This design comes from an exercise in tuning for small area, a short achievable clock period and few clock cycles on the open sky130 flow, not from production work.
Where RTL was checked, it was by simulation tests only, not by an equivalence proof against the original.
Function not checked in runs 3 to 7: the RTL went through the layout flow alone.
Power is estimated from default activity; no workload was simulated.

==> design/flow/design.v <==
module corr_engine #(
    parameter TIMEOUT_TICKS = 10,
    parameter SEQ_RESET     = 0
) (
    input  wire       clk,
    input  wire       rst,           
    input  wire       cmd_valid,
    output wire       cmd_ready,
    input  wire [1:0] cmd_op,        
    input  wire [7:0] cmd_seq,       
    output reg        ev_valid,
    input  wire       ev_ready,
    output reg  [3:0] ev_code,
    output reg  [7:0] ev_seq
);
    localparam NE = TIMEOUT_TICKS;   
    localparam [1:0] OP_SEND    = 2'd0;
    localparam [1:0] OP_RESOLVE = 2'd1;
    localparam [1:0] OP_TICK    = 2'd2;
    localparam [3:0] EV_SEND_ACCEPTED = 4'h1;
    localparam [3:0] EV_SEND_REJECTED = 4'h2;
    localparam [3:0] EV_RESPONSE      = 4'h3;
    localparam [3:0] EV_TIMEOUT       = 4'h4;
    localparam [3:0] EV_UNMATCHED     = 4'hA;
    localparam [7:0] REASON_SEQ_BUSY  = 8'h01;
    integer i;
    genvar gr, gc;
    reg  [254:0] pend_valid;         
    reg  [7:0]   seq_ctr;
    reg          s_v;
    reg  [1:0]   s_op;
    reg  [7:0]   s_seq;
    reg          c_v;
    reg          c_send, c_res, c_tick;
    reg  [7:0]   c_seq;              
    reg  [15:0]  c_row, c_col;       
    reg          c_spec;             
    reg          last_rej;           
    reg          tk;                 
    reg  [15:0]  m_reg;
    reg  [3:0]   m_row;
    reg  [7:0]   ep_start [0:NE-1];
    reg  [NE-1:0] ep_used;
    reg  [NE-1:0] ep_wrap;
    wire [255:0] vext = {1'b0, pend_valid};
    wire [15:0]  rowdata;
    generate
        for (gc = 0; gc < 16; gc = gc + 1) begin : g_rd
            wire [15:0] colbits;
            for (gr = 0; gr < 16; gr = gr + 1) begin : g_rb
                assign colbits[gr] = vext[16*gr + gc];
            end
            assign rowdata[gc] = |(colbits & c_row);
        end
    endgenerate
    wire hit_raw = |(rowdata & c_col);
    wire         x_empty = !ep_used[0] || ep_wrap[1];
    wire [7:0]   x_lo    = ep_wrap[0] ? seq_ctr : ep_start[0];
    wire [7:0]   x_hi    = ep_start[1];
    wire [7:0]   x_hm    = x_hi - 8'd1;
    wire         x_wrap  = (x_lo >= x_hi);
    wire         x_hnz   = (x_hi != 8'd0);
    wire [3:0]   x_first = (x_wrap && x_hnz) ? 4'd0 : x_lo[7:4];
    wire [3:0]   x_last  = x_wrap ? 4'd15 : x_hm[7:4];
    wire [3:0]   r       = c_seq[7:4];
    wire [3:0]   r_next  = (x_wrap && r == x_hm[7:4] && x_hm[7:4] < x_lo[7:4]) ? x_lo[7:4] : r + 4'd1;
    wire [15:0]  rmask;
    generate
        for (gc = 0; gc < 16; gc = gc + 1) begin : g_mask
            wire ge_lo = (r > x_lo[7:4]) || (r == x_lo[7:4] && gc >= x_lo[3:0]);
            wire le_hm = (r < x_hm[7:4]) || (r == x_hm[7:4] && gc <= x_hm[3:0]);
            assign rmask[gc] = x_wrap ? (ge_lo || (le_hm && x_hnz)) : (ge_lo && le_hm);
        end
    endgenerate
    wire         m_any    = |m_reg;
    wire [15:0]  m_low    = m_reg & (~m_reg + 16'd1);
    wire         m_single = (m_reg & ~m_low) == 16'd0;
    reg  [3:0]   m_col;
    always @* begin
        m_col = 4'd0;
        for (i = 15; i >= 0; i = i - 1)
            if (m_reg[i]) m_col = i;
    end
    wire h_free    = !ev_valid || ev_ready;
    wire emit_to   = m_any && h_free;
    wire exec_sr   = c_v && (c_send || c_res) && !m_any && h_free;
    wire force_rej = c_spec && last_rej;
    wire hit       = hit_raw || (c_send && force_rej);
    wire send_ok   = exec_sr && c_send && !hit;
    wire t_act     = c_v && c_tick;
    wire t_empty   = !tk && x_empty;
    wire t_rowok   = tk || (r == x_first);
    wire m_room    = !m_any || (m_single && h_free);
    wire t_read    = t_act && !t_empty && t_rowok && m_room;
    wire t_reload  = t_act && !t_empty && !t_rowok;
    wire t_last    = t_read && (r == x_last);
    wire t_done    = (t_act && t_empty) || t_last;
    wire t_adv     = t_read && !t_last;
    wire c_done    = exec_sr || t_done;
    wire c_load    = !c_v || c_done;
    assign cmd_ready = !s_v;
    wire   cmd_fire  = cmd_valid && !s_v;
    wire       n_v   = s_v || cmd_valid;
    wire [1:0] n_op  = s_v ? s_op  : cmd_op;
    wire [7:0] n_seq = s_v ? s_seq : cmd_seq;
    wire [7:0] ctr_inc  = (seq_ctr == 8'd254) ? 8'd0 : seq_ctr + 8'd1;
    wire       ctr_step = exec_sr && c_send && !force_rej;    
    wire [7:0] ctr_spec = ctr_step ? ctr_inc : seq_ctr;
    reg  [7:0] a_next;
    always @* begin
        if (c_load)
            a_next = (n_op == OP_SEND) ? ctr_spec :
                     (n_op == OP_TICK) ? {x_first, 4'd0} : n_seq;
        else if (t_reload)
            a_next = {x_first, 4'd0};
        else if (t_adv)
            a_next = {r_next, 4'd0};
        else
            a_next = c_seq;
    end
    wire        wen  = (exec_sr && !(c_send && force_rej)) || t_read;
    wire        wval = c_send && !rst;
    wire [15:0] wrow = {16{rst}} | ({16{wen}} & c_row);
    wire [15:0] wcol = {16{rst}} | (t_read ? rmask : c_col);
    generate
        for (gr = 0; gr < 16; gr = gr + 1) begin : g_wr
            for (gc = 0; gc < 16; gc = gc + 1) begin : g_wc
                if (16*gr + gc < 255) begin : g_bit
                    always @(posedge clk)
                        if (wrow[gr] && wcol[gc])
                            pend_valid[16*gr + gc] <= wval;
                end
            end
        end
    endgenerate
    always @(posedge clk) begin
        c_seq <= a_next;
        for (i = 0; i < 16; i = i + 1) begin
            c_row[i] <= (a_next[7:4] == i);
            c_col[i] <= (a_next[3:0] == i);
        end
        if (c_load) begin
            c_send <= (n_op == OP_SEND);
            c_res  <= (n_op == OP_RESOLVE);
            c_tick <= (n_op == OP_TICK);
            c_spec <= ctr_step;
        end
        if (cmd_fire && !c_load) begin
            s_op  <= cmd_op;
            s_seq <= cmd_seq;
        end
        if (exec_sr && c_send)
            last_rej <= hit;
        if (t_read)
            m_row <= r;
        if (rst) begin
            s_v      <= 1'b0;
            c_v      <= 1'b0;
            tk       <= 1'b0;
            m_reg    <= 16'd0;
            seq_ctr  <= SEQ_RESET;
            ev_valid <= 1'b0;
            ep_used  <= {NE{1'b0}};
            ep_wrap[NE-1]  <= 1'b0;
            ep_start[NE-1] <= SEQ_RESET;
        end else begin
            if (c_load)
                c_v <= n_v;
            if (c_load && s_v)
                s_v <= 1'b0;
            else if (cmd_fire && !c_load)
                s_v <= 1'b1;
            if (t_reload || t_adv)
                tk <= 1'b1;
            else if (t_done)
                tk <= 1'b0;
            if (t_read)
                m_reg <= rowdata & rmask;
            else if (emit_to)
                m_reg <= m_reg & ~m_low;
            if (ev_valid && ev_ready)
                ev_valid <= 1'b0;
            if (emit_to) begin
                ev_valid <= 1'b1;
                ev_code  <= EV_TIMEOUT;
                ev_seq   <= {m_row, m_col};
            end else if (exec_sr) begin
                ev_valid <= 1'b1;
                if (c_send) begin
                    ev_code <= hit ? EV_SEND_REJECTED : EV_SEND_ACCEPTED;
                    ev_seq  <= hit ? REASON_SEQ_BUSY  : seq_ctr;
                end else begin
                    ev_code <= hit ? EV_RESPONSE : EV_UNMATCHED;
                    ev_seq  <= c_seq;
                end
            end
            if (send_ok) begin
                seq_ctr <= ctr_inc;
                ep_used[NE-1] <= 1'b1;
                for (i = 0; i < NE; i = i + 1)
                    if (ctr_inc == ep_start[i])
                        ep_wrap[i] <= 1'b1;
            end
            if (t_done) begin
                for (i = 0; i < NE-1; i = i + 1) begin
                    ep_start[i] <= ep_start[i+1];
                    ep_used[i]  <= ep_used[i+1];
                    ep_wrap[i]  <= ep_wrap[i+1];
                end
                ep_start[NE-1] <= seq_ctr;
                ep_used[NE-1]  <= 1'b0;
                ep_wrap[NE-1]  <= 1'b0;
            end
        end
    end
endmodule
==> design/flow/run.sh <==
#!/bin/bash
# synth_recipe.tcl (not shown) runs the flow's synth.tcl, then flattens the netlist and writes it again
# the make line also repeats each setting of config.mk as NAME=value (left out here)
make -C /OpenROAD-flow-scripts/flow DESIGN_CONFIG=/design/flow/config.mk WORK_HOME=/design/flow/orfs CLKGATE_MAP_FILE= SYNTH_SCRIPT=/design/flow/synth_recipe.tcl finish
==> design/flow/config.mk <==
export PLATFORM = sky130hd
export DESIGN_NAME = corr_engine
export DESIGN_NICKNAME = corr_engine
export VERILOG_FILES = /design/flow/design.v
export SDC_FILE = /design/flow/constraint.sdc
export NUM_CORES = 4
export LEC_CHECK = 0
export CAP_MARGIN = 20
export CORE_MARGIN = 2
export CORE_UTILIZATION = 40
export SLEW_MARGIN = 20
==> design/flow/constraint.sdc <==
create_clock -name core_clock -period 7.5 [get_ports {clk}]
set_input_delay 1.5000 -clock core_clock [delete_from_list [all_inputs] [get_ports {clk}]]
set_output_delay 1.5000 -clock core_clock [all_outputs]
set_load 0.01 [all_outputs]
==> flow_summary.json, run 1 <==
{
  "ys_ff_latch": 454,
  "startpoint": "ep_wrap[0]",
  "path_clk_slew_ns": 0.06,
  "synthCells": 1802,
  "die_area_um2": 54000,
  "gr-usage-met1_pct": 32.3,
  "crit_family": "buffers and inverters",
  "via_per_inst": 5.91,
  "p_per_area_nw_per_um2": 260,
  "setup_viol": 0,
  "synth_nets": 1841,
  "skew_ns": 0.0260,
  "arrival_ns": 6.01,
  "max_flop_register": "pend_valid",
  "synthTopCellsByArea": "edfxtp_1, dfxtp_1, nor2_1",
  "antenna_found_initial": 0,
  "gp_congestion": 0.873,
  "async_flop_share_pct": 0,
  "max-vdd-ir-drop_uv": 205,
  "yosysSeqAreaShare_pct": 61.2,
  "num_vias": 14945,
  "grt.total_usage_pct": 22.8,
  "tns_ns": 0,
  "timing.fmax_mhz": 176,
  "hold_slack_ns": 0.465,
  "endpoint": "ep_start[5][1]",
  "ctsHtreeMaxLevel": 2,
  "syn_to_final_growth_pct": 13.0,
  "worst_pin_slew_ns": 1.23,
  "finalCritPeriodShare_pct": 75.6,
  "rows": 83,
  "synth_area_um2": 20900,
  "die_h_um": 232,
  "overflow": 0,
  "final-hold-violation-count": 0,
  "coreArea_um2": 51400,
  "p_leak_nw": 8.32,
  "slew_violations": 0,
  "max_slew_margin_pct": 17.9,
  "use_met3_pct": 3.77,
  "crit_chain": "mux2i_1 -> inv_1 -> ha_1 -> nand4_1 -> a31o_2 -> a211o_1 -> a41oi_1 -> or2_1 -> inv_2 -> a21oi_4 -> buf_4 -> nor2_4 -> buf_12 -> buf_4",
  "path_max_fanout": 35,
  "hold_path_class": "register to register",
  "synth_cell_types": 84,
  "hold_buffers": 0,
  "r2r_setup_slack_ns": 1.83,
  "layout-drive-gt1-share_pct": 10.7,
  "yosysWarnings": 2,
  "worst_r2r_path_depth": 14,
  "yosysMostFrequentCell": "edfxtp_1",
  "rsz0062_at_grt": "no",
  "cts_sinks": 454,
  "worstSetupPathType": "register to register",
  "r2r-end": "ep_start[5][1]",
  "path_common_cell": "buf_4",
  "cpMaxStageDelayCell": "or2_1",
  "port_buffers": 27,
  "cp.depth": 14,
  "cpPeakStageDelay_ns": 0.69,
  "drt-total-wl_um": 61500,
  "top_regs": "pend_valid x255, ep_start x80",
  "grt_max_degree": 256,
  "grt_pass1_vias": 14447,
  "synth_top_area_cell": "edfxtp_1",
  "ctsLongestPathBuffers": 3,
  "clkLatencyLatePin_ns": 0.61,
  "num_antenna_cells": 0,
  "cap_violations": 0,
  "crit_buf_inv": 5,
  "largest_reg_flops": 255,
  "wl_per_cell_um": 24.3,
  "start_util_pct": 40.6,
  "synth-edff-count": 367,
  "cts_tree": "done",
  "endpoint_kind": "register",
  "ctsResizeCount": 0,
  "status": "timing/DRC/antenna clean",
  "fin_crit_ns": 5.67,
  "synthTopCellsByCount": "edfxtp_1, nor2_1, clkbuf_1",
  "met2_usage_pct": 36.1,
  "io-pin-count": 28,
  "hpwlAfterDp_um": 38800,
  "syn_area_per_cell_um2": 11.6,
  "cts_buffers": 48,
  "dieWidth_um": 232,
  "antenna_left": 0,
  "synth_top_area_share_pct": 52.8,
  "ctsRootBufferMaster": "clkbuf_16",
  "cp.required_ns": 7.84,
  "drc": 0,
  "grt.busiest_layer": "met2",
  "crit-reg2reg-launch": "ep_wrap[0]",
  "dr.pass1.iters": 6,
  "hold-path-cell-count": 0,
  "grt_pass1_wl_um": 91800,
  "setup.worst_path.start_class": "register",
  "cts_setup_buffers": 0,
  "nNetsFinal": 1850,
  "initialDrtViolationCount": 1710,
  "ys.flop_type": "edfxtp_1"
}
-- worst min path at each step --
stage,from,to,slack [ns]
floorplan,ep_start[1][2],ep_start[0][2],0.42
global placement,ep_start[7][5],ep_start[6][5],0.45
detailed placement,ep_start[2][6],ep_start[1][6],0.46
CTS,ep_start[7][2],ep_start[6][2],0.46
global route,ep_start[3][1],ep_start[2][1],0.47
finish,ep_start[7][2],ep_start[6][2],0.46
-- power by group --
group | switching (mW) | internal, mW | leakage [nW] | total (mW)
clock | 1.01 | 1.34 | 0.753 | 2.34
sequential | 0.0666 | 2.90 | 4.20 | 2.96
combinational | 0.576 | 0.254 | 3.37 | 0.829
total | 1.65 | 4.48 | 8.32 | 6.13
-- layout make-up --
cell class              count  area [µm²]
clock inverters            23         274
fillers                  4731       27800
multi-input cells        1174        7540
well taps                 680         851
repair buffers             82         706
clock buffers              65        1260
inverters                  51         194
flip-flops and latches    454       12800
-- layer usage --
metal	part of all wire, %	wire length [µm]
met3	7.5	4590
met4	2.5	1530
met2	46	28500
met5	0	0
met1	44	26900
-- kinds of logic after synthesis --
logic type / Yosys count / synth area share (%)
multiplexers: 43 / 2.10
AO/OA/AOI/OAI: 398 / 14.1
flip-flops: 454 / 61.2
AND/OR/NAND/NOR: 611 / 13.6
adder cells (fa/ha/maj): 26 / 1.55
XOR/XNOR: 96 / 4.03
buffers and inverters: 174 / 3.45
-- through the flow --
step / worst slack [ns] / total power [mW] / instance area (µm²) / util, % / instances
floorplan: 0.836 / 3.50 / 20900 / - / 1802
global placement: 1.81 / 3.81 / 22000 / 42.8 / 2440
detailed placement: 1.73 / 3.82 / 22000 / 42.8 / 2440
CTS: 1.72 / 6.16 / 23500 / 45.8 / 2528
global route: 1.49 / 6.33 / 23600 / 45.9 / 2529
finish: 1.83 / 6.13 / 23600 / 45.9 / 2529
-- placed cells by master (no fill, tap or decap), types with 41 or more instances in the layout --
cell	netlist	layout
a21oi_1	72	58
a22o_1	41	41
a22oi_1	58	58
buf_4	4	54
clkbuf_16	0	48
dfxtp_1	87	87
edfxtp_1	367	367
inv_1	44	44
nand2_1	64	64
nor2_1	355	350
o21ai_0	45	45
xnor2_1	56	56
-- worst register-to-register path, cell delays in order (launching register included) --
cell	delay, ns
edfxtp_1	0.64
mux2i_1	0.59
inv_1	0.24
ha_1	0.36
nand4_1	0.13
a31o_2	0.31
a211o_1	0.29
a41oi_1	0.46
or2_1	0.69
inv_2	0.44
a21oi_4	0.25
buf_4	0.40
nor2_4	0.18
buf_12	0.22
buf_4	0.22
Testbench counts, summed over its fixed seeds: cycles 25,000.
==> inputs of run 2 (changes only) <==
--- a/design/flow/config.mk
+++ b/design/flow/config.mk
@@ -5,7 +5,9 @@
 export SDC_FILE = /design/flow/constraint.sdc
 export NUM_CORES = 4
 export LEC_CHECK = 0
+export ABC_CLOCK_PERIOD_IN_PS = 3000
 export CAP_MARGIN = 20
 export CORE_MARGIN = 2
 export CORE_UTILIZATION = 40
+export SETUP_SLACK_MARGIN = 4.5
 export SLEW_MARGIN = 20
==> flow_summary.json, run 2 <==
{
  "grt_pass1_vias": 15806,
  "antenna_left": 0,
  "synth_top_family_by_area": "compound AO/OA/AOI/OAI gates",
  "synth_xor_area_share_pct": 4.03,
  "start_util_pct": 40.6,
  "hold-path-cell-count": 0,
  "synth_compound_area_share_pct": 14.1,
  "worst_r2r_path_depth": 19,
  "grt_pass1_wl_um": 102000,
  "num_vias": 16617,
  "skew_ns": 0.0264,
  "largest_reg_flops": 255,
  "cap_violations": 0,
  "setup.worst_path.start_class": "register",
  "grt_max_degree": 256,
  "synth_cell_types": 84,
  "via_per_inst": 6.04,
  "fill_cells": 3947,
  "yosysWarnings": 2,
  "overflow": 0,
  "drc": 0,
  "synth-edff-count": 367,
  "timing.fmax_mhz": 251,
  "fin_crit_ns": 3.98,
  "worst_pin_slew_ns": 1.24,
  "coreArea_um2": 51400,
  "ys.flop_type": "edfxtp_1",
  "syn_to_final_growth_pct": 41.7,
  "cpMaxStageDelayCell": "edfxtp_1",
  "tns_ns": 0,
  "cp.depth": 19,
  "clkLatencyLatePin_ns": 0.61,
  "synthTopCellsByCount": "edfxtp_1, nor2_1, clkbuf_1",
  "ctsHtreeMaxLevel": 2,
  "num_antenna_cells": 0,
  "cpPeakStageDelay_ns": 0.41,
  "max-vdd-ir-drop_uv": 145,
  "postLayoutCellArea_um2": 29600,
  "async_flop_share_pct": 0,
  "crit_buf_inv": 8,
  "status": "timing/DRC/antenna clean",
  "final_common_cell": "edfxtp_1",
  "layout-drive-gt1-share_pct": 38.5,
  "die_h_um": 232,
  "synth_nets": 1841,
  "path_max_fanout": 8,
  "rsz0062_at_grt": "yes",
  "synth_top_area_cell": "edfxtp_1",
  "ctsRootBufferMaster": "clkbuf_16",
  "synthCells": 1802,
  "crit_chain": "buf_12 -> mux2i_4 -> inv_2 -> ha_4 -> nor2b_4 -> o211ai_1 -> buf_4 -> a31o_4 -> a211o_1 -> buf_6 -> a41oi_4 -> or2_4 -> buf_12 -> buf_12 -> a21oi_4 -> a211oi_4 -> buf_12 -> buf_12 -> nor2_1",
  "synthMuxAreaShare_pct": 2.10,
  "synthTopCellsByArea": "edfxtp_1, dfxtp_1, nor2_1",
  "endpoint_kind": "register",
  "cts_tree": "done",
  "top_regs": "pend_valid x255, ep_start x80",
  "hpwlAfterDp_um": 38700,
  "io-pin-count": 28,
  "synth_top_area_share_pct": 52.8,
  "syn_area_per_cell_um2": 11.6,
  "max_slew_margin_pct": 17.6,
  "finalCritPeriodShare_pct": 53.1,
  "nNetsFinal": 2073,
  "cts_buffers": 47,
  "synth_area_um2": 20900,
  "grt.total_usage_pct": 25.6,
  "path_common_cell": "buf_12",
  "final-hold-violation-count": 0,
  "final_cell_mix": "edfxtp_1, nor2_1, nor2_4",
  "setup_viol": 0,
  "dieWidth_um": 232,
  "initialDrtViolationCount": 1991,
  "ys_ff_latch": 454,
  "dr.pass1.iters": 6,
  "ctsLongestPathBuffers": 3,
  "worstSetupPathType": "register to register",
  "port_buffers": 27,
  "place_area_um2": 22200,
  "drt-total-wl_um": 72900,
  "max_flop_register": "pend_valid",
  "path_clk_slew_ns": 0.07,
  "hold_path_class": "register to register",
  "p_per_area_nw_per_um2": 226,
  "cp.required_ns": 7.87,
  "yosysSeqAreaShare_pct": 61.2,
  "arrival_ns": 4.35,
  "yosysMostFrequentCell": "edfxtp_1",
  "yosys.area_share.simple_pct": 13.6,
  "rows": 83,
  "p_leak_nw": 10.4,
  "synthAdderAreaFrac_pct": 1.55,
  "crit_family": "compound AO/OA/AOI/OAI gates",
  "wl_per_cell_um": 26.5,
  "die_area_um2": 54000,
  "slew_violations": 0,
  "gp_congestion": 0.906,
  "antenna_found_initial": 2,
  "cts_sinks": 454
}
run 2: cell counts after synthesis:
No cell type changed its count.
run 2: worst reg2reg max path, stage by stage (launching register included):
cell      delay (ns)
edfxtp_1        0.41
buf_12          0.16
mux2i_4         0.25
inv_2           0.08
ha_4            0.27
nor2b_4         0.12
o211ai_1        0.09
buf_4           0.16
a31o_4          0.25
a211o_1         0.29
buf_6           0.14
a41oi_4         0.28
or2_4           0.28
buf_12          0.17
buf_12          0.12
a21oi_4         0.04
a211oi_4        0.22
buf_12          0.18
buf_12          0.15
nor2_1          0.07
run 2: cells by family after synthesis:
logic type / after synthesis
multiplexers: 43
AO/OA/AOI/OAI: 398
AND/OR/NAND/NOR: 611
buffers and inverters: 174
flip-flops: 454
XOR/XNOR: 96
adder cells (fa/ha/maj): 26
run 2: what timing repair did:
| item | CTS | global route |
|---|---|---|
| endpoints found under the setup margin | 464 | 464 |
| gates cloned | 21 | 17 |
| gates resized for setup | 541 | 249 |
| hold buffers | 0 | 0 |
| setup buffers | 121 | 74 |
| pin swaps | 193 | 106 |
run 2: metrics by stage:
step | worst slack [ns] | instances | hold WS (ns) | util, % | power [mW]
CTS | 3.71 | 2660 | 0.463 | 53.5 | 6.44
floorplan | 2.90 | 1802 | 0.424 | - | 3.52
detailed placement | 2.11 | 2432 | 0.457 | 43.2 | 3.84
finish | 3.52 | 2751 | 0.451 | 57.5 | 6.69
global route | 3.46 | 2751 | 0.461 | 57.5 | 6.87
global placement | 2.17 | 2432 | 0.452 | 43.2 | 3.82
run 2: path summary, 6_finish.rpt:
path | start | endpoint | slack (ns)
min reg2reg | ep_start[4][6] | ep_start[3][6] | 0.45
min | ep_start[4][6] | ep_start[3][6] | 0.45
max reg2reg | ep_wrap[0] | pend_valid[195] | 3.52
max | ep_wrap[0] | pend_valid[195] | 3.52
run 2: power breakdown:
group	internal [mW]	switching, mW	total [mW]
clock network	1.24	1.03	2.28
registers	2.90	0.0799	2.98
logic	0.595	0.846	1.44
run 2: per-layer routing:
metal,vias up,part of all wire (%),GRT usage [%]
met4,2,4.5,8.65
met2,922,46,40.7
met5,-,0.018,0
li1,7216,-,-
met1,8253,40,34.4
met3,224,10,5.78
run 2: layout make-up:
cell class | count | area, µm² | share of cell area, %
inverter | 51 | 240 | 0.813
clock inverter | 28 | 213 | 0.719
timing repair buffer | 298 | 3830 | 13.0
sequential | 454 | 12800 | 43.2
timing repair inverter | 3 | 23.8 | 0.0804
tap | 680 | 851 | 2.88
multi-input combinational | 1179 | 10400 | 35.1
clock buffer | 58 | 1270 | 4.29
==> inputs of run 3 (changes only) <==
--- a/design/flow/design.v
+++ b/design/flow/design.v
@@ -54,16 +54,28 @@
         end
     endgenerate
     wire hit_raw = |(rowdata & c_col);
-    wire         x_empty = !ep_used[0] || ep_wrap[1];
-    wire [7:0]   x_lo    = ep_wrap[0] ? seq_ctr : ep_start[0];
-    wire [7:0]   x_hi    = ep_start[1];
-    wire [7:0]   x_hm    = x_hi - 8'd1;
-    wire         x_wrap  = (x_lo >= x_hi);
-    wire         x_hnz   = (x_hi != 8'd0);
-    wire [3:0]   x_first = (x_wrap && x_hnz) ? 4'd0 : x_lo[7:4];
-    wire [3:0]   x_last  = x_wrap ? 4'd15 : x_hm[7:4];
+    wire         xc_empty = !ep_used[0] || ep_wrap[1];
+    wire [7:0]   xc_lo    = ep_wrap[0] ? seq_ctr : ep_start[0];
+    wire [7:0]   xc_hi    = ep_start[1];
+    wire [7:0]   xc_hm    = xc_hi - 8'd1;
+    wire         xc_wrap  = (xc_lo >= xc_hi);
+    wire         xc_hnz   = (xc_hi != 8'd0);
+    reg          x_stale;
+    reg          x_empty, x_wrap, x_hnz, x_jump;
+    reg  [7:0]   x_lo, x_hm;
+    reg  [3:0]   x_first, x_last;
+    always @(posedge clk) begin
+        x_empty <= xc_empty;
+        x_wrap  <= xc_wrap;
+        x_hnz   <= xc_hnz;
+        x_lo    <= xc_lo;
+        x_hm    <= xc_hm;
+        x_first <= (xc_wrap && xc_hnz) ? 4'd0 : xc_lo[7:4];
+        x_last  <= xc_wrap ? 4'd15 : xc_hm[7:4];
+        x_jump  <= xc_wrap && (xc_hm[7:4] < xc_lo[7:4]);
+    end
     wire [3:0]   r       = c_seq[7:4];
-    wire [3:0]   r_next  = (x_wrap && r == x_hm[7:4] && x_hm[7:4] < x_lo[7:4]) ? x_lo[7:4] : r + 4'd1;
+    wire [3:0]   r_next  = (x_jump && r == x_hm[7:4]) ? x_lo[7:4] : r + 4'd1;
     wire [15:0]  rmask;
     generate
         for (gc = 0; gc < 16; gc = gc + 1) begin : g_mask
@@ -87,7 +99,7 @@
     wire force_rej = c_spec && last_rej;
     wire hit       = hit_raw || (c_send && force_rej);
     wire send_ok   = exec_sr && c_send && !hit;
-    wire t_act     = c_v && c_tick;
+    wire t_act     = c_v && c_tick && !x_stale;
     wire t_empty   = !tk && x_empty;
     wire t_rowok   = tk || (r == x_first);
     wire m_room    = !m_any || (m_single && h_free);
@@ -153,6 +165,7 @@
             last_rej <= hit;
         if (t_read)
             m_row <= r;
+        x_stale <= t_done || (send_ok && (ep_wrap[0] || ctr_inc == ep_start[0] || ctr_inc == ep_start[1]));
         if (rst) begin
             s_v      <= 1'b0;
             c_v      <= 1'b0;
--- a/design/flow/config.mk
+++ b/design/flow/config.mk
@@ -5,7 +5,6 @@
 export SDC_FILE = /design/flow/constraint.sdc
 export NUM_CORES = 4
 export LEC_CHECK = 0
-export ABC_CLOCK_PERIOD_IN_PS = 3000
 export CAP_MARGIN = 20
 export CORE_MARGIN = 2
 export CORE_UTILIZATION = 40
==> flow_summary.json, run 3 <==
{
  "synth_cell_types": 83,
  "gp_congestion": 0.874,
  "p_per_area_nw_per_um2": 249,
  "yosysSeqAreaShare_pct": 62.0,
  "drt-total-wl_um": 71400,
  "ys.flop_type": "edfxtp_1",
  "cts_buffers": 52,
  "clkLatencyLatePin_ns": 0.61,
  "fin_cells": 2746,
  "timing.fmax_mhz": 276,
  "hold_buffers": 0,
  "dp_cells": 2435,
  "via_per_inst": 6.00,
  "pwr-share-seq_pct": 43.4,
  "swShare_pct": 29.1,
  "p_leak_nw": 10.5,
  "worstSetupPathType": "register to register",
  "path_max_fanout": 7,
  "final_cell_mix": "edfxtp_1, nor2_1, nor2_4",
  "wl_per_cell_um": 26.0,
  "slew_violations": 0,
  "synthCells": 1816,
  "max_slew_margin_pct": 30.0,
  "hold_slack_ns": 0.416,
  "hpwlAfterDp_um": 37400,
  "fin_crit_ns": 3.62,
  "drc": 0,
  "finalPower_mw": 7.33,
  "top_regs": "pend_valid x255, ep_start x80",
  "coreArea_um2": 52900,
  "async_flop_share_pct": 0,
  "p_sw_mw": 2.13,
  "rows": 84,
  "largest_reg_flops": 255,
  "ctsLongestPathBuffers": 3,
  "yosysMostFrequentCell": "edfxtp_1",
  "cts_tree": "done",
  "status": "timing/DRC/antenna clean",
  "ctsRootBufferMaster": "clkbuf_16",
  "dieWidth_um": 236,
  "grt_pass1_wl_um": 100000,
  "syn_area_per_cell_um2": 11.8,
  "finalCritPeriodShare_pct": 48.3,
  "grt_max_degree": 136,
  "synth_top_area_cell": "edfxtp_1",
  "hold_path_class": "register to register",
  "start_util_pct": 40.7,
  "ys_ff_latch": 483,
  "dr.pass1.iters": 6,
  "cts_sinks": 483,
  "num_vias": 16489,
  "final_common_cell": "edfxtp_1",
  "synth_top_area_share_pct": 51.2,
  "grt.total_usage_pct": 23.9,
  "io-pin-count": 28,
  "max-vdd-ir-drop_uv": 193,
  "synth_nets": 1855,
  "arrival_ns": 3.94,
  "final-hold-violation-count": 0,
  "synthTopCellsByCount": "edfxtp_1, nor2_1, dfxtp_1",
  "initialDrtViolationCount": 1786,
  "path_clk_slew_ns": 0.06,
  "skew_ns": 0.0339,
  "syn_to_final_growth_pct": 37.1,
  "synthTopCellsByArea": "edfxtp_1, dfxtp_1, nor2_1",
  "p_clk_share_pct": 34.1,
  "rsz0062_at_grt": "yes",
  "cp.required_ns": 7.82,
  "antenna_found_initial": 0,
  "overflow": 0,
  "ctsHtreeMaxLevel": 2,
  "synth_area_um2": 21500,
  "setup.worst_path.start_class": "register",
  "intPower_mw": 5.20,
  "cap_violations": 0,
  "worst_pin_slew_ns": 1.05,
  "max_flop_register": "pend_valid",
  "port_buffers": 27,
  "num_antenna_cells": 0,
  "layout-drive-gt1-share_pct": 34.5,
  "power_frac_comb_pct": 22.5,
  "nNetsFinal": 2054,
  "die_h_um": 236,
  "setup_viol": 0,
  "endpoint_kind": "register",
  "tns_ns": 0,
  "antenna_left": 0,
  "yosysWarnings": 2,
  "die_area_um2": 55600,
  "synth-edff-count": 367,
  "grt_pass1_vias": 15795
}
==> run 3: cell count changes after synthesis, moves of 16 or more <==
cell      before  now
nor2_1       355  332
a22oi_1       58   14
a221oi_1      38   60
nand3_1       21   39
a22o_1        41   58
dfxtp_1       87  116
buf_2         15   31
==> run 3: final cells by class <==
| type | instances | area (µm²) |
|---|---|---|
| timing repair buffer | 271 | 3700 |
| tap | 688 | 861 |
| timing repair inverter | 4 | 41.3 |
| sequential | 483 | 13400 |
| multi-input combinational | 1151 | 9610 |
| clock inverter | 25 | 180 |
| clock buffer | 72 | 1470 |
| fill | 4155 | 23400 |
| inverter | 52 | 251 |
==> run 3: cells by family after synthesis <==
family / share of synthesized area [%]
flip-flops: 62.0
XOR/XNOR: 4.03
adder cells (fa/ha/maj): 1.50
buffers and inverters: 3.62
multiplexers: 2.09
AO/OA/AOI/OAI: 13.6
AND/OR/NAND/NOR: 13.2
==> run 3: worst max-delay path: stages, from the launching register on <==
cell	delay (ns)
dfxtp_4	0.36
or4_4	0.60
o41ai_4	0.37
o21ai_1	0.13
a2111o_1	0.44
o21a_4	0.25
buf_12	0.13
o31a_4	0.36
buf_12	0.15
nor2_4	0.11
buf_12	0.15
buf_12	0.14
clkbuf_16	0.14
==> run 3: stage by stage <==
stage,instance area (µm²),utilization [%],setup WS (ns)
after global routing,29500,55.8,3.81
after floorplan,22100,-,2.84
after global placement,22800,43.1,2.44
after detailed placement,22800,43.1,2.33
final,29500,55.8,3.88
after CTS,27300,51.7,3.92
==> run 3: per-layer routing <==
metal / wire [µm] / global-route usage [%] / vias to the layer above
met5: 0 / 0 / -
li1: - / - / 7223
met4: 3350 / 10.3 / 0
met1: 28100 / 31.2 / 8308
met2: 34300 / 39.3 / 780
met3: 5600 / 4.12 / 178
==> run 3: worst paths after layout <==
path                            startpoint             end  cells past startpoint  slack (ns)
worst min-delay path            ep_used[0]         x_empty                      1        0.42
worst max-delay path             m_reg[11]  ep_start[3][3]                     12        3.88
worst max register to register   m_reg[11]  ep_start[3][3]                     12        3.88
worst min register to register  ep_used[0]         x_empty                      1        0.42
==> run 3: what timing repair did <==
action | 4_1_cts | 5_1_grt
pin swaps | 71 | 75
gates cloned | 30 | 22
hold endpoints to repair | 0 | 0
buffers inserted | 125 | 37
gates resized for setup | 254 | 338
endpoints found under the setup margin | 591 | 581
==> run 3: power groups by stage <==
stage | Combinational (mW) | Sequential, mW | Clock, mW
after floorplan | 0.664 | 3.20 | 0
after global placement | 0.984 | 3.22 | 0
after detailed placement | 0.996 | 3.23 | 0
after CTS | 1.38 | 3.18 | 2.52
after global routing | 1.71 | 3.20 | 2.63
final | 1.65 | 3.18 | 2.50
==> inputs of run 4 (changes only) <==
--- a/design/flow/config.mk
+++ b/design/flow/config.mk
@@ -8,5 +8,5 @@
 export CAP_MARGIN = 20
 export CORE_MARGIN = 2
 export CORE_UTILIZATION = 40
-export SETUP_SLACK_MARGIN = 4.5
+export SETUP_SLACK_MARGIN = 3.8
 export SLEW_MARGIN = 20
==> flow_summary.json, run 4 <==
{
  "ys_ff_latch": 483,
  "p_leak_nw": 8.96,
  "dr.pass1.iters": 6,
  "synth_nets": 1855,
  "num_vias": 15301,
  "skew_ns": 0.0118,
  "syn_to_final_growth_pct": 17.5,
  "path_max_fanout": 8,
  "grt_pass1_vias": 14807,
  "initialDrtViolationCount": 1764,
  "cts_tree": "done",
  "hp-start": "ep_used[0]",
  "finalPower_mw": 6.82,
  "fill_cells": 4696,
  "fin_util_pct": 47.8,
  "antenna_found_initial": 0,
  "grt_pass1_wl_um": 92100,
  "crit-reg2reg-launch": "m_reg[3]",
  "setup_viol": 0,
  "pwr-share-seq_pct": 46.7,
  "synth_top_area_cell": "edfxtp_1",
  "overflow": 0,
  "slew_violations": 0,
  "die_area_um2": 55600,
  "rsz0062_at_grt": "yes",
  "grt.total_usage_pct": 21.7,
  "path_clk_slew_ns": 0.06,
  "clkLatencyLatePin_ns": 0.60,
  "synthTopCellsByArea": "edfxtp_1, dfxtp_1, nor2_1",
  "via_per_inst": 5.89,
  "rows": 84,
  "worst_pin_slew_ns": 1.06,
  "gp_congestion": 0.877,
  "ctsHtreeMaxLevel": 2,
  "synth_cell_types": 83,
  "p_per_area_nw_per_um2": 270,
  "yosysMostFrequentCell": "edfxtp_1",
  "nNetsFinal": 1909,
  "worstSetupPathType": "register to register",
  "drt-total-wl_um": 62400,
  "finalCritPeriodShare_pct": 48.8,
  "status": "timing/DRC/antenna clean",
  "top_regs": "pend_valid x255, ep_start x80",
  "io-pin-count": 28,
  "cts_buffers": 52,
  "cap_violations": 0,
  "tns_ns": 0,
  "timing.fmax_mhz": 273,
  "max-vdd-ir-drop_uv": 200,
  "die_h_um": 236,
  "r2r_setup_slack_ns": 3.84,
  "setup.worst_path.start_class": "register",
  "synth-edff-count": 367,
  "arrival_ns": 3.96,
  "final-hold-violation-count": 0,
  "hold-path-cell-count": 1,
  "synthCells": 1816,
  "r2r-end": "pend_valid[66]",
  "start_util_pct": 40.7,
  "yosysWarnings": 2,
  "antenna_left": 0,
  "async_flop_share_pct": 0,
  "hold-path-endpoint": "x_empty",
  "final_cell_mix": "edfxtp_1, nor2_1, dfxtp_1",
  "endpoint_kind": "register",
  "synthTopCellsByCount": "edfxtp_1, nor2_1, dfxtp_1",
  "layout-drive-gt1-share_pct": 15.9,
  "ctsLongestPathBuffers": 3,
  "synth_top_area_share_pct": 51.2,
  "cp.required_ns": 7.80,
  "max_flop_register": "pend_valid",
  "ys.flop_type": "edfxtp_1",
  "fin_crit_ns": 3.66,
  "ctsRootBufferMaster": "clkbuf_16",
  "drc": 0,
  "hold_path_class": "register to register",
  "swShare_pct": 27.5,
  "intPower_mw": 4.95,
  "final_common_cell": "edfxtp_1",
  "dieWidth_um": 236,
  "port_buffers": 27,
  "power_frac_comb_pct": 15.8,
  "syn_area_per_cell_um2": 11.8,
  "ff_latch_area_um2": 13300,
  "grt_max_degree": 145,
  "hpwlAfterDp_um": 38300,
  "wl_per_cell_um": 24.0,
  "max_slew_margin_pct": 28.5,
  "synth_area_um2": 21500,
  "largest_reg_flops": 255,
  "coreArea_um2": 52900,
  "p_sw_mw": 1.87,
  "num_antenna_cells": 0,
  "p_clk_share_pct": 37.5,
  "multi_input_area_um2": 7860,
  "worst_r2r_path_depth": 11,
  "cts_sinks": 483,
  "yosysSeqAreaShare_pct": 62.0
}
## run 4: cell counts after synthesis
No cell type changed its count.
## run 4: final cells by class
type | count | area share [%]
inverter | 52 | 0.807
multi-input combinational | 1148 | 31.1
clock inverter | 18 | 0.663
sequential | 483 | 52.8
timing repair buffer | 133 | 5.15
clock buffer | 78 | 6.08
tap | 688 | 3.41
## run 4: how the worst max path moves through the flow
stage / from / to / slack [ns]
3_3_place_gp: ev_ready / pend_valid[252] / 2.19
6_report: m_reg[3] / pend_valid[66] / 3.84
2_1_floorplan: ev_ready / ep_start[0][0] / 2.83
5_1_grt: seq_ctr[0] / ep_wrap[0] / 3.76
3_5_place_dp: ev_ready / pend_valid[12] / 1.97
4_1_cts: m_reg[0] / pend_valid[26] / 3.79
## run 4: layer usage
layer / wire length, µm / GRT usage (%) / up-vias / part of all wire [%]
met5: 0 / 0 / - / 0
met4: 1710 / 6.72 / 0 / 2.7
met3: 4700 / 3.49 / 90 / 7.5
met2: 29500 / 35.0 / 616 / 47
met1: 26500 / 30.0 / 7711 / 42
li1: - / - / 6884 / -
## run 4: logic make-up after synthesis
logic type / synth area share [%]
XOR/XNOR: 4.03
AND/OR/NAND/NOR: 13.2
AO/OA/AOI/OAI: 13.6
flip-flops: 62.0
buffers and inverters: 3.62
multiplexers: 2.09
adder cells (fa/ha/maj): 1.50
## run 4: metrics by stage
stage               worst slack, ns  hold slack (ns)  std cells  instance area, µm²
floorplan                      2.83            0.369       1816               21600
global placement               2.19            0.388       2450               22600
detailed placement             1.97            0.383       2451               22600
CTS                            3.79            0.397       2578               24900
global route                   3.76            0.422       2600               25300
finish                         3.84            0.391       2600               25300
## run 4: worst max-delay path, cell delays in order (launching register included)
cell	delay (ns)
dfxtp_1	0.38
or4_4	0.63
o41ai_2	0.40
o21ai_1	0.16
a2111o_1	0.43
o21a_4	0.32
buf_4	0.16
a2111oi_4	0.26
buf_4	0.22
a211oi_4	0.07
buf_12	0.19
nor2_1	0.14
## run 4: power groups by stage
stage               Sequential [mW]  Combinational (mW)  Clock (mW)
detailed placement             3.24               0.962           0
floorplan                      3.20               0.614           0
finish                         3.18                1.08        2.56
global route                   3.20                1.14        2.71
global placement               3.23               0.949           0
CTS                            3.18                1.02        2.60
## run 4: timing repair
| action | CTS | global route |
|---|---|---|
| setup buffers | 30 | 20 |
| pin swaps | 14 | 13 |
| cloned | 1 | 2 |
| gates resized for setup | 41 | 35 |
| endpoints found under the setup margin | 431 | 355 |
| hold buffers | 0 | 0 |
==> inputs of run 5 (changes only) <==
--- a/design/flow/design.v
+++ b/design/flow/design.v
@@ -37,6 +37,10 @@
     reg          c_spec;             
     reg          last_rej;           
     reg          tk;                 
+    reg          b_v;
+    reg  [3:0]   b_code;
+    reg  [7:0]   b_seq;
+    reg  [7:0]   ctr_nx;             
     reg  [15:0]  m_reg;
     reg  [3:0]   m_row;
     reg  [7:0]   ep_start [0:NE-1];
@@ -85,24 +89,23 @@
         end
     endgenerate
     wire         m_any    = |m_reg;
-    wire [15:0]  m_low    = m_reg & (~m_reg + 16'd1);
-    wire         m_single = (m_reg & ~m_low) == 16'd0;
     reg  [3:0]   m_col;
     always @* begin
         m_col = 4'd0;
         for (i = 15; i >= 0; i = i - 1)
             if (m_reg[i]) m_col = i;
     end
+    wire [15:0]  m_low    = 16'd1 << m_col;
     wire h_free    = !ev_valid || ev_ready;
-    wire emit_to   = m_any && h_free;
-    wire exec_sr   = c_v && (c_send || c_res) && !m_any && h_free;
+    wire emit_to   = m_any && !b_v;
+    wire exec_sr   = c_v && (c_send || c_res) && !m_any && !b_v;
     wire force_rej = c_spec && last_rej;
     wire hit       = hit_raw || (c_send && force_rej);
     wire send_ok   = exec_sr && c_send && !hit;
     wire t_act     = c_v && c_tick && !x_stale;
     wire t_empty   = !tk && x_empty;
     wire t_rowok   = tk || (r == x_first);
-    wire m_room    = !m_any || (m_single && h_free);
+    wire m_room    = !m_any;
     wire t_read    = t_act && !t_empty && t_rowok && m_room;
     wire t_reload  = t_act && !t_empty && !t_rowok;
     wire t_last    = t_read && (r == x_last);
@@ -115,7 +118,8 @@
     wire       n_v   = s_v || cmd_valid;
     wire [1:0] n_op  = s_v ? s_op  : cmd_op;
     wire [7:0] n_seq = s_v ? s_seq : cmd_seq;
-    wire [7:0] ctr_inc  = (seq_ctr == 8'd254) ? 8'd0 : seq_ctr + 8'd1;
+    wire [7:0] ctr_inc  = ctr_nx;
+    wire [7:0] ctr_inc2 = (ctr_nx == 8'd254) ? 8'd0 : ctr_nx + 8'd1;
     wire       ctr_step = exec_sr && c_send && !force_rej;    
     wire [7:0] ctr_spec = ctr_step ? ctr_inc : seq_ctr;
     reg  [7:0] a_next;
@@ -130,6 +134,20 @@
         else
             a_next = c_seq;
     end
+    reg  [3:0] e_code;
+    reg  [7:0] e_seq;
+    always @* begin
+        if (m_any) begin
+            e_code = EV_TIMEOUT;
+            e_seq  = {m_row, m_col};
+        end else if (c_send) begin
+            e_code = hit ? EV_SEND_REJECTED : EV_SEND_ACCEPTED;
+            e_seq  = hit ? REASON_SEQ_BUSY  : seq_ctr;
+        end else begin
+            e_code = hit ? EV_RESPONSE : EV_UNMATCHED;
+            e_seq  = c_seq;
+        end
+    end
     wire        wen  = (exec_sr && !(c_send && force_rej)) || t_read;
     wire        wval = c_send && !rst;
     wire [15:0] wrow = {16{rst}} | ({16{wen}} & c_row);
@@ -163,6 +181,10 @@
         end
         if (exec_sr && c_send)
             last_rej <= hit;
+        if (!b_v) begin
+            b_code <= e_code;
+            b_seq  <= e_seq;
+        end
         if (t_read)
             m_row <= r;
         x_stale <= t_done || (send_ok && (ep_wrap[0] || ctr_inc == ep_start[0] || ctr_inc == ep_start[1]));
@@ -172,7 +194,9 @@
             tk       <= 1'b0;
             m_reg    <= 16'd0;
             seq_ctr  <= SEQ_RESET;
+            ctr_nx   <= SEQ_RESET + 1;
             ev_valid <= 1'b0;
+            b_v      <= 1'b0;
             ep_used  <= {NE{1'b0}};
             ep_wrap[NE-1]  <= 1'b0;
             ep_start[NE-1] <= SEQ_RESET;
@@ -191,24 +215,23 @@
                 m_reg <= rowdata & rmask;
             else if (emit_to)
                 m_reg <= m_reg & ~m_low;
-            if (ev_valid && ev_ready)
-                ev_valid <= 1'b0;
-            if (emit_to) begin
-                ev_valid <= 1'b1;
-                ev_code  <= EV_TIMEOUT;
-                ev_seq   <= {m_row, m_col};
-            end else if (exec_sr) begin
-                ev_valid <= 1'b1;
-                if (c_send) begin
-                    ev_code <= hit ? EV_SEND_REJECTED : EV_SEND_ACCEPTED;
-                    ev_seq  <= hit ? REASON_SEQ_BUSY  : seq_ctr;
+            if (h_free) begin
+                ev_valid <= b_v || emit_to || exec_sr;
+                if (b_v) begin
+                    ev_code <= b_code;
+                    ev_seq  <= b_seq;
                 end else begin
-                    ev_code <= hit ? EV_RESPONSE : EV_UNMATCHED;
-                    ev_seq  <= c_seq;
+                    ev_code <= e_code;
+                    ev_seq  <= e_seq;
                 end
             end
+            if (h_free)
+                b_v <= 1'b0;
+            else if (emit_to || exec_sr)
+                b_v <= 1'b1;
             if (send_ok) begin
                 seq_ctr <= ctr_inc;
+                ctr_nx  <= ctr_inc2;
                 ep_used[NE-1] <= 1'b1;
                 for (i = 0; i < NE; i = i + 1)
                     if (ctr_inc == ep_start[i])
==> flow_summary.json, run 5 <==
{
  "max_flop_register": "pend_valid",
  "p_leak_nw": 8.83,
  "p_per_area_nw_per_um2": 273,
  "dieWidth_um": 237,
  "gp_congestion": 0.885,
  "grt.busiest_layer": "met2",
  "synth_xor_area_share_pct": 3.78,
  "use_met3_pct": 4.09,
  "hold_slack_ns": 0.396,
  "synth-edff-count": 367,
  "rsz0062_at_grt": "no",
  "ys.flop_type": "edfxtp_1",
  "synth_nets": 1896,
  "dr.pass1.iters": 5,
  "dp_cells": 2498,
  "final_common_cell": "edfxtp_1",
  "finalCritPeriodShare_pct": 47.4,
  "layout-drive-gt1-share_pct": 10.9,
  "synthTopCellsByArea": "edfxtp_1, dfxtp_1, nor2_1",
  "met2_usage_pct": 34.4,
  "setup_ws_ns": 3.94,
  "antenna_left": 0,
  "ctsHtreeMaxLevel": 2,
  "grt_pass1_vias": 14662,
  "dpl_worst_slack_ns": 3.24,
  "ctsRootBufferMaster": "clkbuf_16",
  "fin_crit_ns": 3.56,
  "synth_area_um2": 21800,
  "synthTopCellsByCount": "edfxtp_1, nor2_1, dfxtp_1",
  "setup_viol": 0,
  "initialDrtViolationCount": 1603,
  "nNetsFinal": 1904,
  "ctsLongestPathBuffers": 3,
  "cts_buffers": 53,
  "worst_pin_slew_ns": 1.17,
  "timing.fmax_mhz": 281,
  "drt-total-wl_um": 61700,
  "grt_pass1_wl_um": 92200,
  "synth_top_area_cell": "edfxtp_1",
  "clkLatencyLatePin_ns": 0.63,
  "hold_buffers": 0,
  "die_h_um": 237,
  "wl_per_cell_um": 23.7,
  "yosysSeqAreaShare_pct": 63.2,
  "path_clk_slew_ns": 0.07,
  "slew_violations": 0,
  "pwr-share-seq_pct": 48.4,
  "synthMuxAreaShare_pct": 1.43,
  "intPower_mw": 5.02,
  "coreArea_um2": 53800,
  "path_max_fanout": 14,
  "syn_to_final_growth_pct": 13.9,
  "hpwlAfterDp_um": 38300,
  "power_frac_comb_pct": 11.7,
  "status": "timing/DRC/antenna clean",
  "swShare_pct": 25.8,
  "yosysMostFrequentCell": "edfxtp_1",
  "rows": 85,
  "fin_cells": 2605,
  "place_area_um2": 22900,
  "synth_compound_area_share_pct": 13.2,
  "antenna_found_initial": 1,
  "cts_tree": "done",
  "synth_top_family_by_area": "simple AND/OR/NAND/NOR gates",
  "cts_sinks": 504,
  "postLayoutCellArea_um2": 24800,
  "port_buffers": 27,
  "largest_reg_flops": 255,
  "cp.required_ns": 8.03,
  "ys_ff_latch": 504,
  "cap_violations": 0,
  "async_flop_share_pct": 0,
  "overflow": 0,
  "hold_path_class": "register to register",
  "skew_ns": 0.0517,
  "num_vias": 15180,
  "grt_max_degree": 256,
  "final-hold-violation-count": 0,
  "synthCells": 1857,
  "endpoint_kind": "register",
  "p_clk_share_pct": 39.9,
  "start_util_pct": 40.5,
  "num_antenna_cells": 0,
  "p_sw_mw": 1.75,
  "worstSetupPathType": "input pin to register",
  "die_area_um2": 56300,
  "final_cell_mix": "edfxtp_1, nor2_1, dfxtp_1",
  "yosysWarnings": 2,
  "gr-usage-met1_pct": 30.0,
  "max_slew_margin_pct": 21.2,
  "via_per_inst": 5.83,
  "io-pin-count": 28,
  "grt.total_usage_pct": 21.6,
  "synthAdderAreaFrac_pct": 1.44,
  "synth_top_area_share_pct": 50.6,
  "top_regs": "pend_valid x255, ep_start x80",
  "setup.worst_path.start_class": "input pin",
  "syn_area_per_cell_um2": 11.7,
  "max-vdd-ir-drop_uv": 163,
  "arrival_ns": 4.09,
  "yosys.area_share.simple_pct": 13.6,
  "tns_ns": 0,
  "drc": 0,
  "synth_cell_types": 80
}
## run 5: area by class of cell
type,count,area (µm²)
Sequential cell,504,13800
Fill cell,4832,29000
Multi-Input combinational cell,1171,7480
Timing Repair Buffer,79,678
Clock inverter,34,388
Tap cell,696,871
Inverter,56,214
Clock buffer,65,1410
## run 5: per-stage QoR
step	utilization [%]	power, mW
floorplan	-	3.78
global placement	42.5	4.09
detailed placement	42.5	4.10
CTS	46.0	6.80
global route	46.1	7.00
finish	46.1	6.77
## run 5: layer usage
metal | routed length [µm] | vias to the layer above
met4 | 1730 | 2
met3 | 4390 | 110
li1 | - | 6876
met1 | 27300 | 7592
met2 | 28300 | 600
met5 | 9 | -
## run 5: timing repair
item                       CTS  global route
cloned                       0             2
pin swaps                    2             4
gates resized for setup      9            13
setup endpoints to repair  349           188
setup buffers                4             2
## run 5: power by group through the flow
stage | logic [mW] | registers [mW] | clock network (mW)
after floorplan | 0.495 | 3.29 | 0
after global placement | 0.758 | 3.33 | 0
final | 0.790 | 3.28 | 2.70
after CTS | 0.778 | 3.28 | 2.74
after global routing | 0.845 | 3.29 | 2.86
after detailed placement | 0.769 | 3.33 | 0
## run 5: final timing paths
kind	to	cells after the start	start	slack, ns
setup / recovery	c_col[7]	6	cmd_op[0]	3.94
hold / removal	x_empty	1	ep_used[0]	0.40
setup reg to reg	c_row[4]	10	c_seq[6]	3.98
hold reg to reg	x_empty	1	ep_used[0]	0.40
## run 5: worst max-delay path, stage by stage
cell and delay (ns):
clkdlybuf4s50_1 0.49, o32ai_2 0.73, a222oi_1 0.30, o22ai_2 0.56, nand2_1 0.26, nor3b_1 0.24
## run 5: kinds of logic (layout without fill, tap and decap cells)
kind of cell | Yosys count | after routing
XOR/XNOR | 94 | 94
buffers and inverters | 184 | 234
flip-flops | 504 | 504
AND/OR/NAND/NOR | 626 | 628
adder cells (fa/ha/maj) | 25 | 25
multiplexers | 29 | 29
AO/OA/AOI/OAI | 395 | 395
==> inputs of run 6 (changes only) <==
--- a/design/flow/config.mk
+++ b/design/flow/config.mk
@@ -8,5 +8,5 @@
 export CAP_MARGIN = 20
 export CORE_MARGIN = 2
 export CORE_UTILIZATION = 40
-export SETUP_SLACK_MARGIN = 3.8
+export SETUP_SLACK_MARGIN = 4.2
 export SLEW_MARGIN = 20
==> flow_summary.json, run 6 <==
{
  "largest_reg_flops": 255,
  "max-vdd-ir-drop_uv": 187,
  "ys_ff_latch": 504,
  "overflow": 0,
  "top_regs": "pend_valid x255, ep_start x80",
  "ys.flop_type": "edfxtp_1",
  "p_leak_nw": 9.04,
  "path_clk_slew_ns": 0.06,
  "max_slew_margin_pct": 27.9,
  "dr.pass1.iters": 5,
  "synth_top_area_cell": "edfxtp_1",
  "dieWidth_um": 237,
  "io-pin-count": 28,
  "yosysMostFrequentCell": "edfxtp_1",
  "gp_congestion": 0.953,
  "wl_per_cell_um": 23.8,
  "synth_top_area_share_pct": 50.6,
  "cp.required_ns": 8.03,
  "path_max_fanout": 10,
  "die_area_um2": 56300,
  "clkLatencyLatePin_ns": 0.62,
  "synthCells": 1857,
  "die_h_um": 237,
  "postLayoutCellArea_um2": 25300,
  "grt_pass1_wl_um": 93300,
  "cpMaxStageDelayCell": "clkdlybuf4s50_1",
  "synthTopCellsByArea": "edfxtp_1, dfxtp_1, nor2_1",
  "max_flop_register": "pend_valid",
  "startpoint": "cmd_op[0]",
  "ctsRootBufferMaster": "clkbuf_16",
  "endpoint": "c_row[13]",
  "timing.fmax_mhz": 312,
  "synthTopCellsByCount": "edfxtp_1, nor2_1, dfxtp_1",
  "skew_ns": 0.0325,
  "cts_sinks": 504,
  "grt_max_degree": 256,
  "cts_buffers": 53,
  "nNetsFinal": 1936,
  "place_area_um2": 22900,
  "slew_violations": 0,
  "antenna_left": 0,
  "synth-edff-count": 367,
  "grt_pass1_vias": 14957,
  "ctsLongestPathBuffers": 3,
  "r2r-end": "ev_seq[0]",
  "yosysSeqAreaShare_pct": 63.2,
  "fin_crit_ns": 3.20,
  "async_flop_share_pct": 0,
  "tns_ns": 0,
  "power_frac_comb_pct": 13.0,
  "antenna_found_initial": 0,
  "drc": 0,
  "p_sw_mw": 1.77,
  "coreArea_um2": 53800,
  "p_per_area_nw_per_um2": 268,
  "swShare_pct": 26.1,
  "worst_r2r_path_depth": 9,
  "synth_nets": 1896,
  "syn_to_final_growth_pct": 16.2,
  "port_buffers": 27,
  "rsz0062_at_grt": "yes",
  "initialDrtViolationCount": 1877,
  "r2r_setup_slack_ns": 4.34,
  "ctsHtreeMaxLevel": 2,
  "num_vias": 15435,
  "grt.total_usage_pct": 21.8,
  "worst_pin_slew_ns": 1.08,
  "synth_area_um2": 21800,
  "cpPeakStageDelay_ns": 0.52,
  "start_util_pct": 40.5,
  "setup.worst_path.start_class": "input pin",
  "worstSetupPathType": "input pin to register",
  "via_per_inst": 5.85,
  "endpoint_kind": "register",
  "arrival_ns": 3.73,
  "hold_path_class": "register to register",
  "intPower_mw": 5.01,
  "final-hold-violation-count": 0,
  "crit_chain": "clkdlybuf4s50_1 -> o32ai_4 -> nand2_1 -> o2111a_1 -> a31oi_4 -> or3b_1 -> nor2_1",
  "final_cell_mix": "edfxtp_1, nor2_1, dfxtp_1",
  "status": "timing/DRC/antenna clean",
  "pwr-share-seq_pct": 48.3,
  "finalCritPeriodShare_pct": 42.7,
  "cts_tree": "done",
  "yosysWarnings": 2,
  "hpwlAfterDp_um": 38900,
  "syn_area_per_cell_um2": 11.7,
  "crit-reg2reg-launch": "c_row[5]",
  "setup_viol": 0,
  "layout-drive-gt1-share_pct": 13.6,
  "rows": 85,
  "cap_violations": 0,
  "drt-total-wl_um": 62800,
  "fill_cells": 4875,
  "multi_input_area_um2": 7770,
  "synth_cell_types": 80,
  "final_common_cell": "edfxtp_1",
  "ff_latch_area_um2": 13800,
  "hold-path-cell-count": 1,
  "p_clk_share_pct": 38.7
}
run 6: cell types whose count changed in the layout (fill, tap and decap cells not counted), moves of 5 or more:
cell	before	now
dfxtp_2	1	8
clkbuf_8	2	8
o21ai_0	54	49
dfxtp_1	136	129
buf_4	51	75
run 6: layout make-up:
cell class              instances  share of cell area [%]
well taps                     696                    3.44
repair buffers                106                    3.61
flip-flops and latches        504                    54.4
clock inverters                25                   0.939
diodes                          1                 0.00989
clock buffers                  73                    6.03
multi-input cells            1176                    30.7
inverters                      56                   0.845
run 6: stage by stage:
| step | instances | setup slack, ns | total power [mW] | utilization (%) | hold slack, ns |
|---|---|---|---|---|---|
| global placement | 2500 | 3.10 | 4.10 | 42.5 | 0.418 |
| finish | 2637 | 4.30 | 6.78 | 47.0 | 0.445 |
| floorplan | 1857 | 2.77 | 3.78 | - | 0.369 |
| detailed placement | 2500 | 3.47 | 4.12 | 42.6 | 0.437 |
| global route | 2636 | 4.18 | 7.01 | 47.0 | 0.462 |
| CTS | 2614 | 4.15 | 6.77 | 46.4 | 0.452 |
run 6: per-layer routing:
metal / vias up / part of all wire [%] / GRT usage [%]
li1: 6956 / - / -
met1: 7761 / 43 / 30.4
met2: 620 / 47 / 35.4
met3: 98 / 7.5 / 3.38
met4: 0 / 2.2 / 6.21
met5: - / 0 / 0
run 6: repair_timing:
action                                  4_1_cts  5_1_grt
gates resized for setup                      40       31
endpoints found under the setup margin      390      358
setup buffers                                14       17
cloned                                        2        5
hold buffers                                  0        0
pin swaps                                    11       12
run 6: logic make-up after synthesis:
family                     Yosys count  synth area share (%)
adders and majority gates           25                  1.44
DFF                                504                  63.2
AOI/OAI and AO/OA                  395                  13.2
xor gates and xnor gates            94                  3.78
muxes                               29                  1.43
buffers and inverters              184                  3.29
and+or+nand+nor                    626                  13.6
run 6: power groups by stage:
stage / Combinational, mW / Clock, mW / Sequential (mW)
4_1_cts: 0.829 / 2.67 / 3.27
2_1_floorplan: 0.496 / 0 / 3.29
5_1_grt: 0.939 / 2.78 / 3.28
3_3_place_gp: 0.779 / 0 / 3.32
6_report: 0.880 / 2.62 / 3.27
3_5_place_dp: 0.791 / 0 / 3.33
run 6: critical path, delay by kind of cell:
family                 cells  cell delay [ns]
AOI/OAI and AO/OA          3             1.01
and+or+nand+nor            3             0.69
buffers and inverters      1             0.52
run 6: worst min path at each step:
| stage | start | to | slack (ns) |
|---|---|---|---|
| 3_3_place_gp | ep_used[0] | x_empty | 0.42 |
| 2_1_floorplan | ep_used[0] | x_empty | 0.37 |
| 6_report | ep_used[0] | x_empty | 0.45 |
| 4_1_cts | ep_used[0] | x_empty | 0.45 |
| 5_1_grt | ep_used[0] | x_empty | 0.46 |
| 3_5_place_dp | ep_used[0] | x_empty | 0.44 |
==> inputs of run 7 (changes only) <==
--- a/design/flow/config.mk
+++ b/design/flow/config.mk
@@ -8,5 +8,5 @@
 export CAP_MARGIN = 20
 export CORE_MARGIN = 2
 export CORE_UTILIZATION = 40
-export SETUP_SLACK_MARGIN = 4.2
+export SETUP_SLACK_MARGIN = 4.5
 export SLEW_MARGIN = 20
==> flow_summary.json, run 7 <==
{
  "status": "timing/DRC/antenna clean",
  "cp.required_ns": 8.02,
  "rows": 85,
  "synth_area_um2": 21800,
  "ff_latch_area_um2": 13800,
  "synthTopCellsByCount": "edfxtp_1, nor2_1, dfxtp_1",
  "synth_top_area_cell": "edfxtp_1",
  "initialDrtViolationCount": 1950,
  "setup.worst_path.start_class": "register",
  "ctsRootBufferMaster": "clkbuf_16",
  "ys_ff_latch": 504,
  "synthCells": 1857,
  "tns_ns": 0,
  "dieWidth_um": 237,
  "skew_ns": 0.0171,
  "die_area_um2": 56300,
  "max_flop_register": "pend_valid",
  "use_met3_pct": 3.51,
  "final-hold-violation-count": 0,
  "grt_max_degree": 256,
  "met2_usage_pct": 36.1,
  "path_max_fanout": 8,
  "ys.flop_type": "edfxtp_1",
  "fin_crit_ns": 3.15,
  "gp_congestion": 0.883,
  "swShare_pct": 26.2,
  "synthTopCellsByArea": "edfxtp_1, dfxtp_1, nor2_1",
  "antenna_found_initial": 2,
  "synth-edff-count": 367,
  "max-vdd-ir-drop_uv": 171,
  "rsz0062_at_grt": "yes",
  "endpoint": "c_col[1]",
  "grt_pass1_vias": 15026,
  "setup_viol": 0,
  "multi_input_area_um2": 8030,
  "p_clk_share_pct": 39.1,
  "fill_cells": 4731,
  "worst_r2r_path_depth": 10,
  "cpPeakStageDelay_ns": 0.61,
  "pwr-share-seq_pct": 46.9,
  "p_leak_nw": 9.53,
  "wl_per_cell_um": 23.9,
  "hold_path_class": "register to register",
  "grt_pass1_wl_um": 94100,
  "cts_tree": "done",
  "drc": 0,
  "nNetsFinal": 1987,
  "dpl_worst_slack_ns": 3.53,
  "coreArea_um2": 53800,
  "io-pin-count": 28,
  "port_buffers": 27,
  "yosysWarnings": 2,
  "intPower_mw": 5.17,
  "via_per_inst": 5.86,
  "hpwlAfterDp_um": 37700,
  "path_clk_slew_ns": 0.07,
  "endpoint_kind": "register",
  "finalCritPeriodShare_pct": 42.0,
  "yosysMostFrequentCell": "edfxtp_1",
  "syn_area_per_cell_um2": 11.7,
  "grt.busiest_layer": "met2",
  "arrival_ns": 3.67,
  "final_common_cell": "edfxtp_1",
  "yosysSeqAreaShare_pct": 63.2,
  "ctsLongestPathBuffers": 3,
  "p_per_area_nw_per_um2": 267,
  "cpMaxStageDelayCell": "a222oi_1",
  "cap_violations": 0,
  "synth_nets": 1896,
  "largest_reg_flops": 255,
  "hold_buffers": 0,
  "async_flop_share_pct": 0,
  "start_util_pct": 40.5,
  "r2r-end": "c_col[1]",
  "r2r_setup_slack_ns": 4.35,
  "antenna_left": 0,
  "worst_pin_slew_ns": 1.06,
  "grt.total_usage_pct": 22.0,
  "num_vias": 15764,
  "finalPower_mw": 7.00,
  "clkLatencyLatePin_ns": 0.61,
  "dr.pass1.iters": 5,
  "startpoint": "m_reg[2]",
  "crit-reg2reg-launch": "m_reg[2]",
  "power_frac_comb_pct": 14.0,
  "ctsHtreeMaxLevel": 2,
  "overflow": 0,
  "crit_chain": "nor4_4 -> nand4_4 -> a2111oi_4 -> buf_4 -> buf_6 -> mux2_4 -> a222oi_1 -> o22ai_4 -> buf_12 -> nor4b_4",
  "cts_buffers": 53,
  "setup_ws_ns": 4.35,
  "timing.fmax_mhz": 318,
  "cts_sinks": 504,
  "drt-total-wl_um": 64200,
  "synth_cell_types": 80,
  "final_cell_mix": "edfxtp_1, nor2_1, dfxtp_1",
  "top_regs": "pend_valid x255, ep_start x80",
  "worstSetupPathType": "register to register",
  "fin_util_pct": 48.8,
  "slew_violations": 0,
  "p_sw_mw": 1.83,
  "die_h_um": 237,
  "syn_to_final_growth_pct": 20.6,
  "layout-drive-gt1-share_pct": 18.7,
  "gr-usage-met1_pct": 30.3,
  "max_slew_margin_pct": 29.5,
  "synth_top_area_share_pct": 50.6
}
-- run 7: critical path: cells and delay by family, from the launching register on --
kind | cells | cell delay (ns)
multiplexers | 1 | 0.28
AND/OR/NAND/NOR | 3 | 0.89
AO/OA/AOI/OAI | 3 | 1.06
buffers and inverters | 3 | 0.47
flip-flops | 1 | 0.37
-- run 7: routing by layer --
metal  up-vias  routed length [µm]  share of wire, %
met4         0                1700               2.6
met1      7894               26800                42
li1       7067                   -                 -
met3       109                5310               8.3
met5         -                   0                 0
met2       694               30400                47
-- run 7: layout make-up --
| type | instances | area share [%] |
|---|---|---|
| repair buffers | 159 | 5.75 |
| diodes | 1 | 0.00953 |
| multi-input cells | 1174 | 30.6 |
| clock buffers | 63 | 5.36 |
| clock inverters | 37 | 1.56 |
| inverters | 56 | 0.839 |
| well taps | 696 | 3.32 |
| flip-flops and latches | 504 | 52.6 |
-- run 7: power by group through the flow --
stage               Sequential, mW  Combinational [mW]  Clock (mW)
floorplan                     3.29               0.497           0
global placement              3.33               0.763           0
detailed placement            3.33               0.781           0
CTS                           3.28               0.878        2.76
global route                  3.30                1.04        2.88
finish                        3.28               0.979        2.74
-- run 7: worst min-delay path by stage --
stage,start,endpoint,slack [ns],cells past startpoint
CTS,ep_used[0],x_empty,0.40,1
global route,ep_used[0],x_empty,0.42,1
global placement,ep_used[0],x_empty,0.38,1
floorplan,ep_used[0],x_empty,0.37,1
finish,ep_used[0],x_empty,0.40,1
detailed placement,ep_used[0],x_empty,0.39,1
-- run 7: repair_timing --
action | 4_1_cts | 5_1_grt
pin swaps | 24 | 45
setup buffers | 40 | 39
hold endpoints to repair | 0 | 0
resized for setup | 96 | 103
cloned | 4 | 6
endpoints found under the setup margin | 453 | 388
-- run 7: kinds of logic (layout without fill, tap and decap cells) --
family                     after synthesis  count (layout)  share of synthesized area [%]
and+or+nand+nor                        626             628                           13.6
adders and majority gates               25              25                           1.44
other                                    0               1                              0
xor gates and xnor gates                94              94                           3.78
AOI/OAI and AO/OA                      395             398                           13.2
buffers and inverters                  184             315                           3.29
DFF                                    504             504                           63.2
muxes                                   29              29                           1.43
-- run 7: through the flow --
| stage | hold slack (ns) | cells | instance area [µm²] |
|---|---|---|---|
| 5_1_grt | 0.420 | 2689 | 26300 |
| 3_5_place_dp | 0.385 | 2500 | 22900 |
| 4_1_cts | 0.402 | 2644 | 25500 |
| 3_3_place_gp | 0.382 | 2499 | 22900 |
| 2_1_floorplan | 0.369 | 1857 | 21900 |
| 6_report | 0.399 | 2690 | 26300 |

==> separate check: timing with driven ports <==
The results above use ideal ports. As a check the final layouts listed here were re-extracted and re-timed, cells and wires unchanged. Step 1 sets driving cells, clkbuf_16 on the clock port and buf_2 on the other inputs (assumed; they add their load-dependent delay and slew). Step 2 also shifts input and output timing later by t, the mid clock arrival at the registers, as if the neighbouring blocks saw the same clock. a / b / c = ideal / step 1 / step 2; a / b = the first two.
run | shift t [ns] | setup slack, ns | cell pins on the clock port's net
run 1 | 0.654 | 1.831 / 1.831 / 1.831 | 1
run 2 | 0.666 | 3.519 / 3.520 / 3.162 | 1
run 3 | 0.651 | 3.878 / 3.878 / 3.293 | 1
run 4 | 0.655 | 3.838 / 3.838 / 3.415 | 1
run 5 | 0.665 | 3.943 / 3.971 / 3.306 | 1
run 6 | 0.667 | 4.299 / 4.308 / 3.674 | 1
run 7 | 0.653 | 4.351 / 4.351 / 3.995 | 1
After both steps every run listed still meets setup and hold. The setup slack of run 5, which loses most, moves by +0.028 ns with the drivers and by -0.637 ns with both steps.
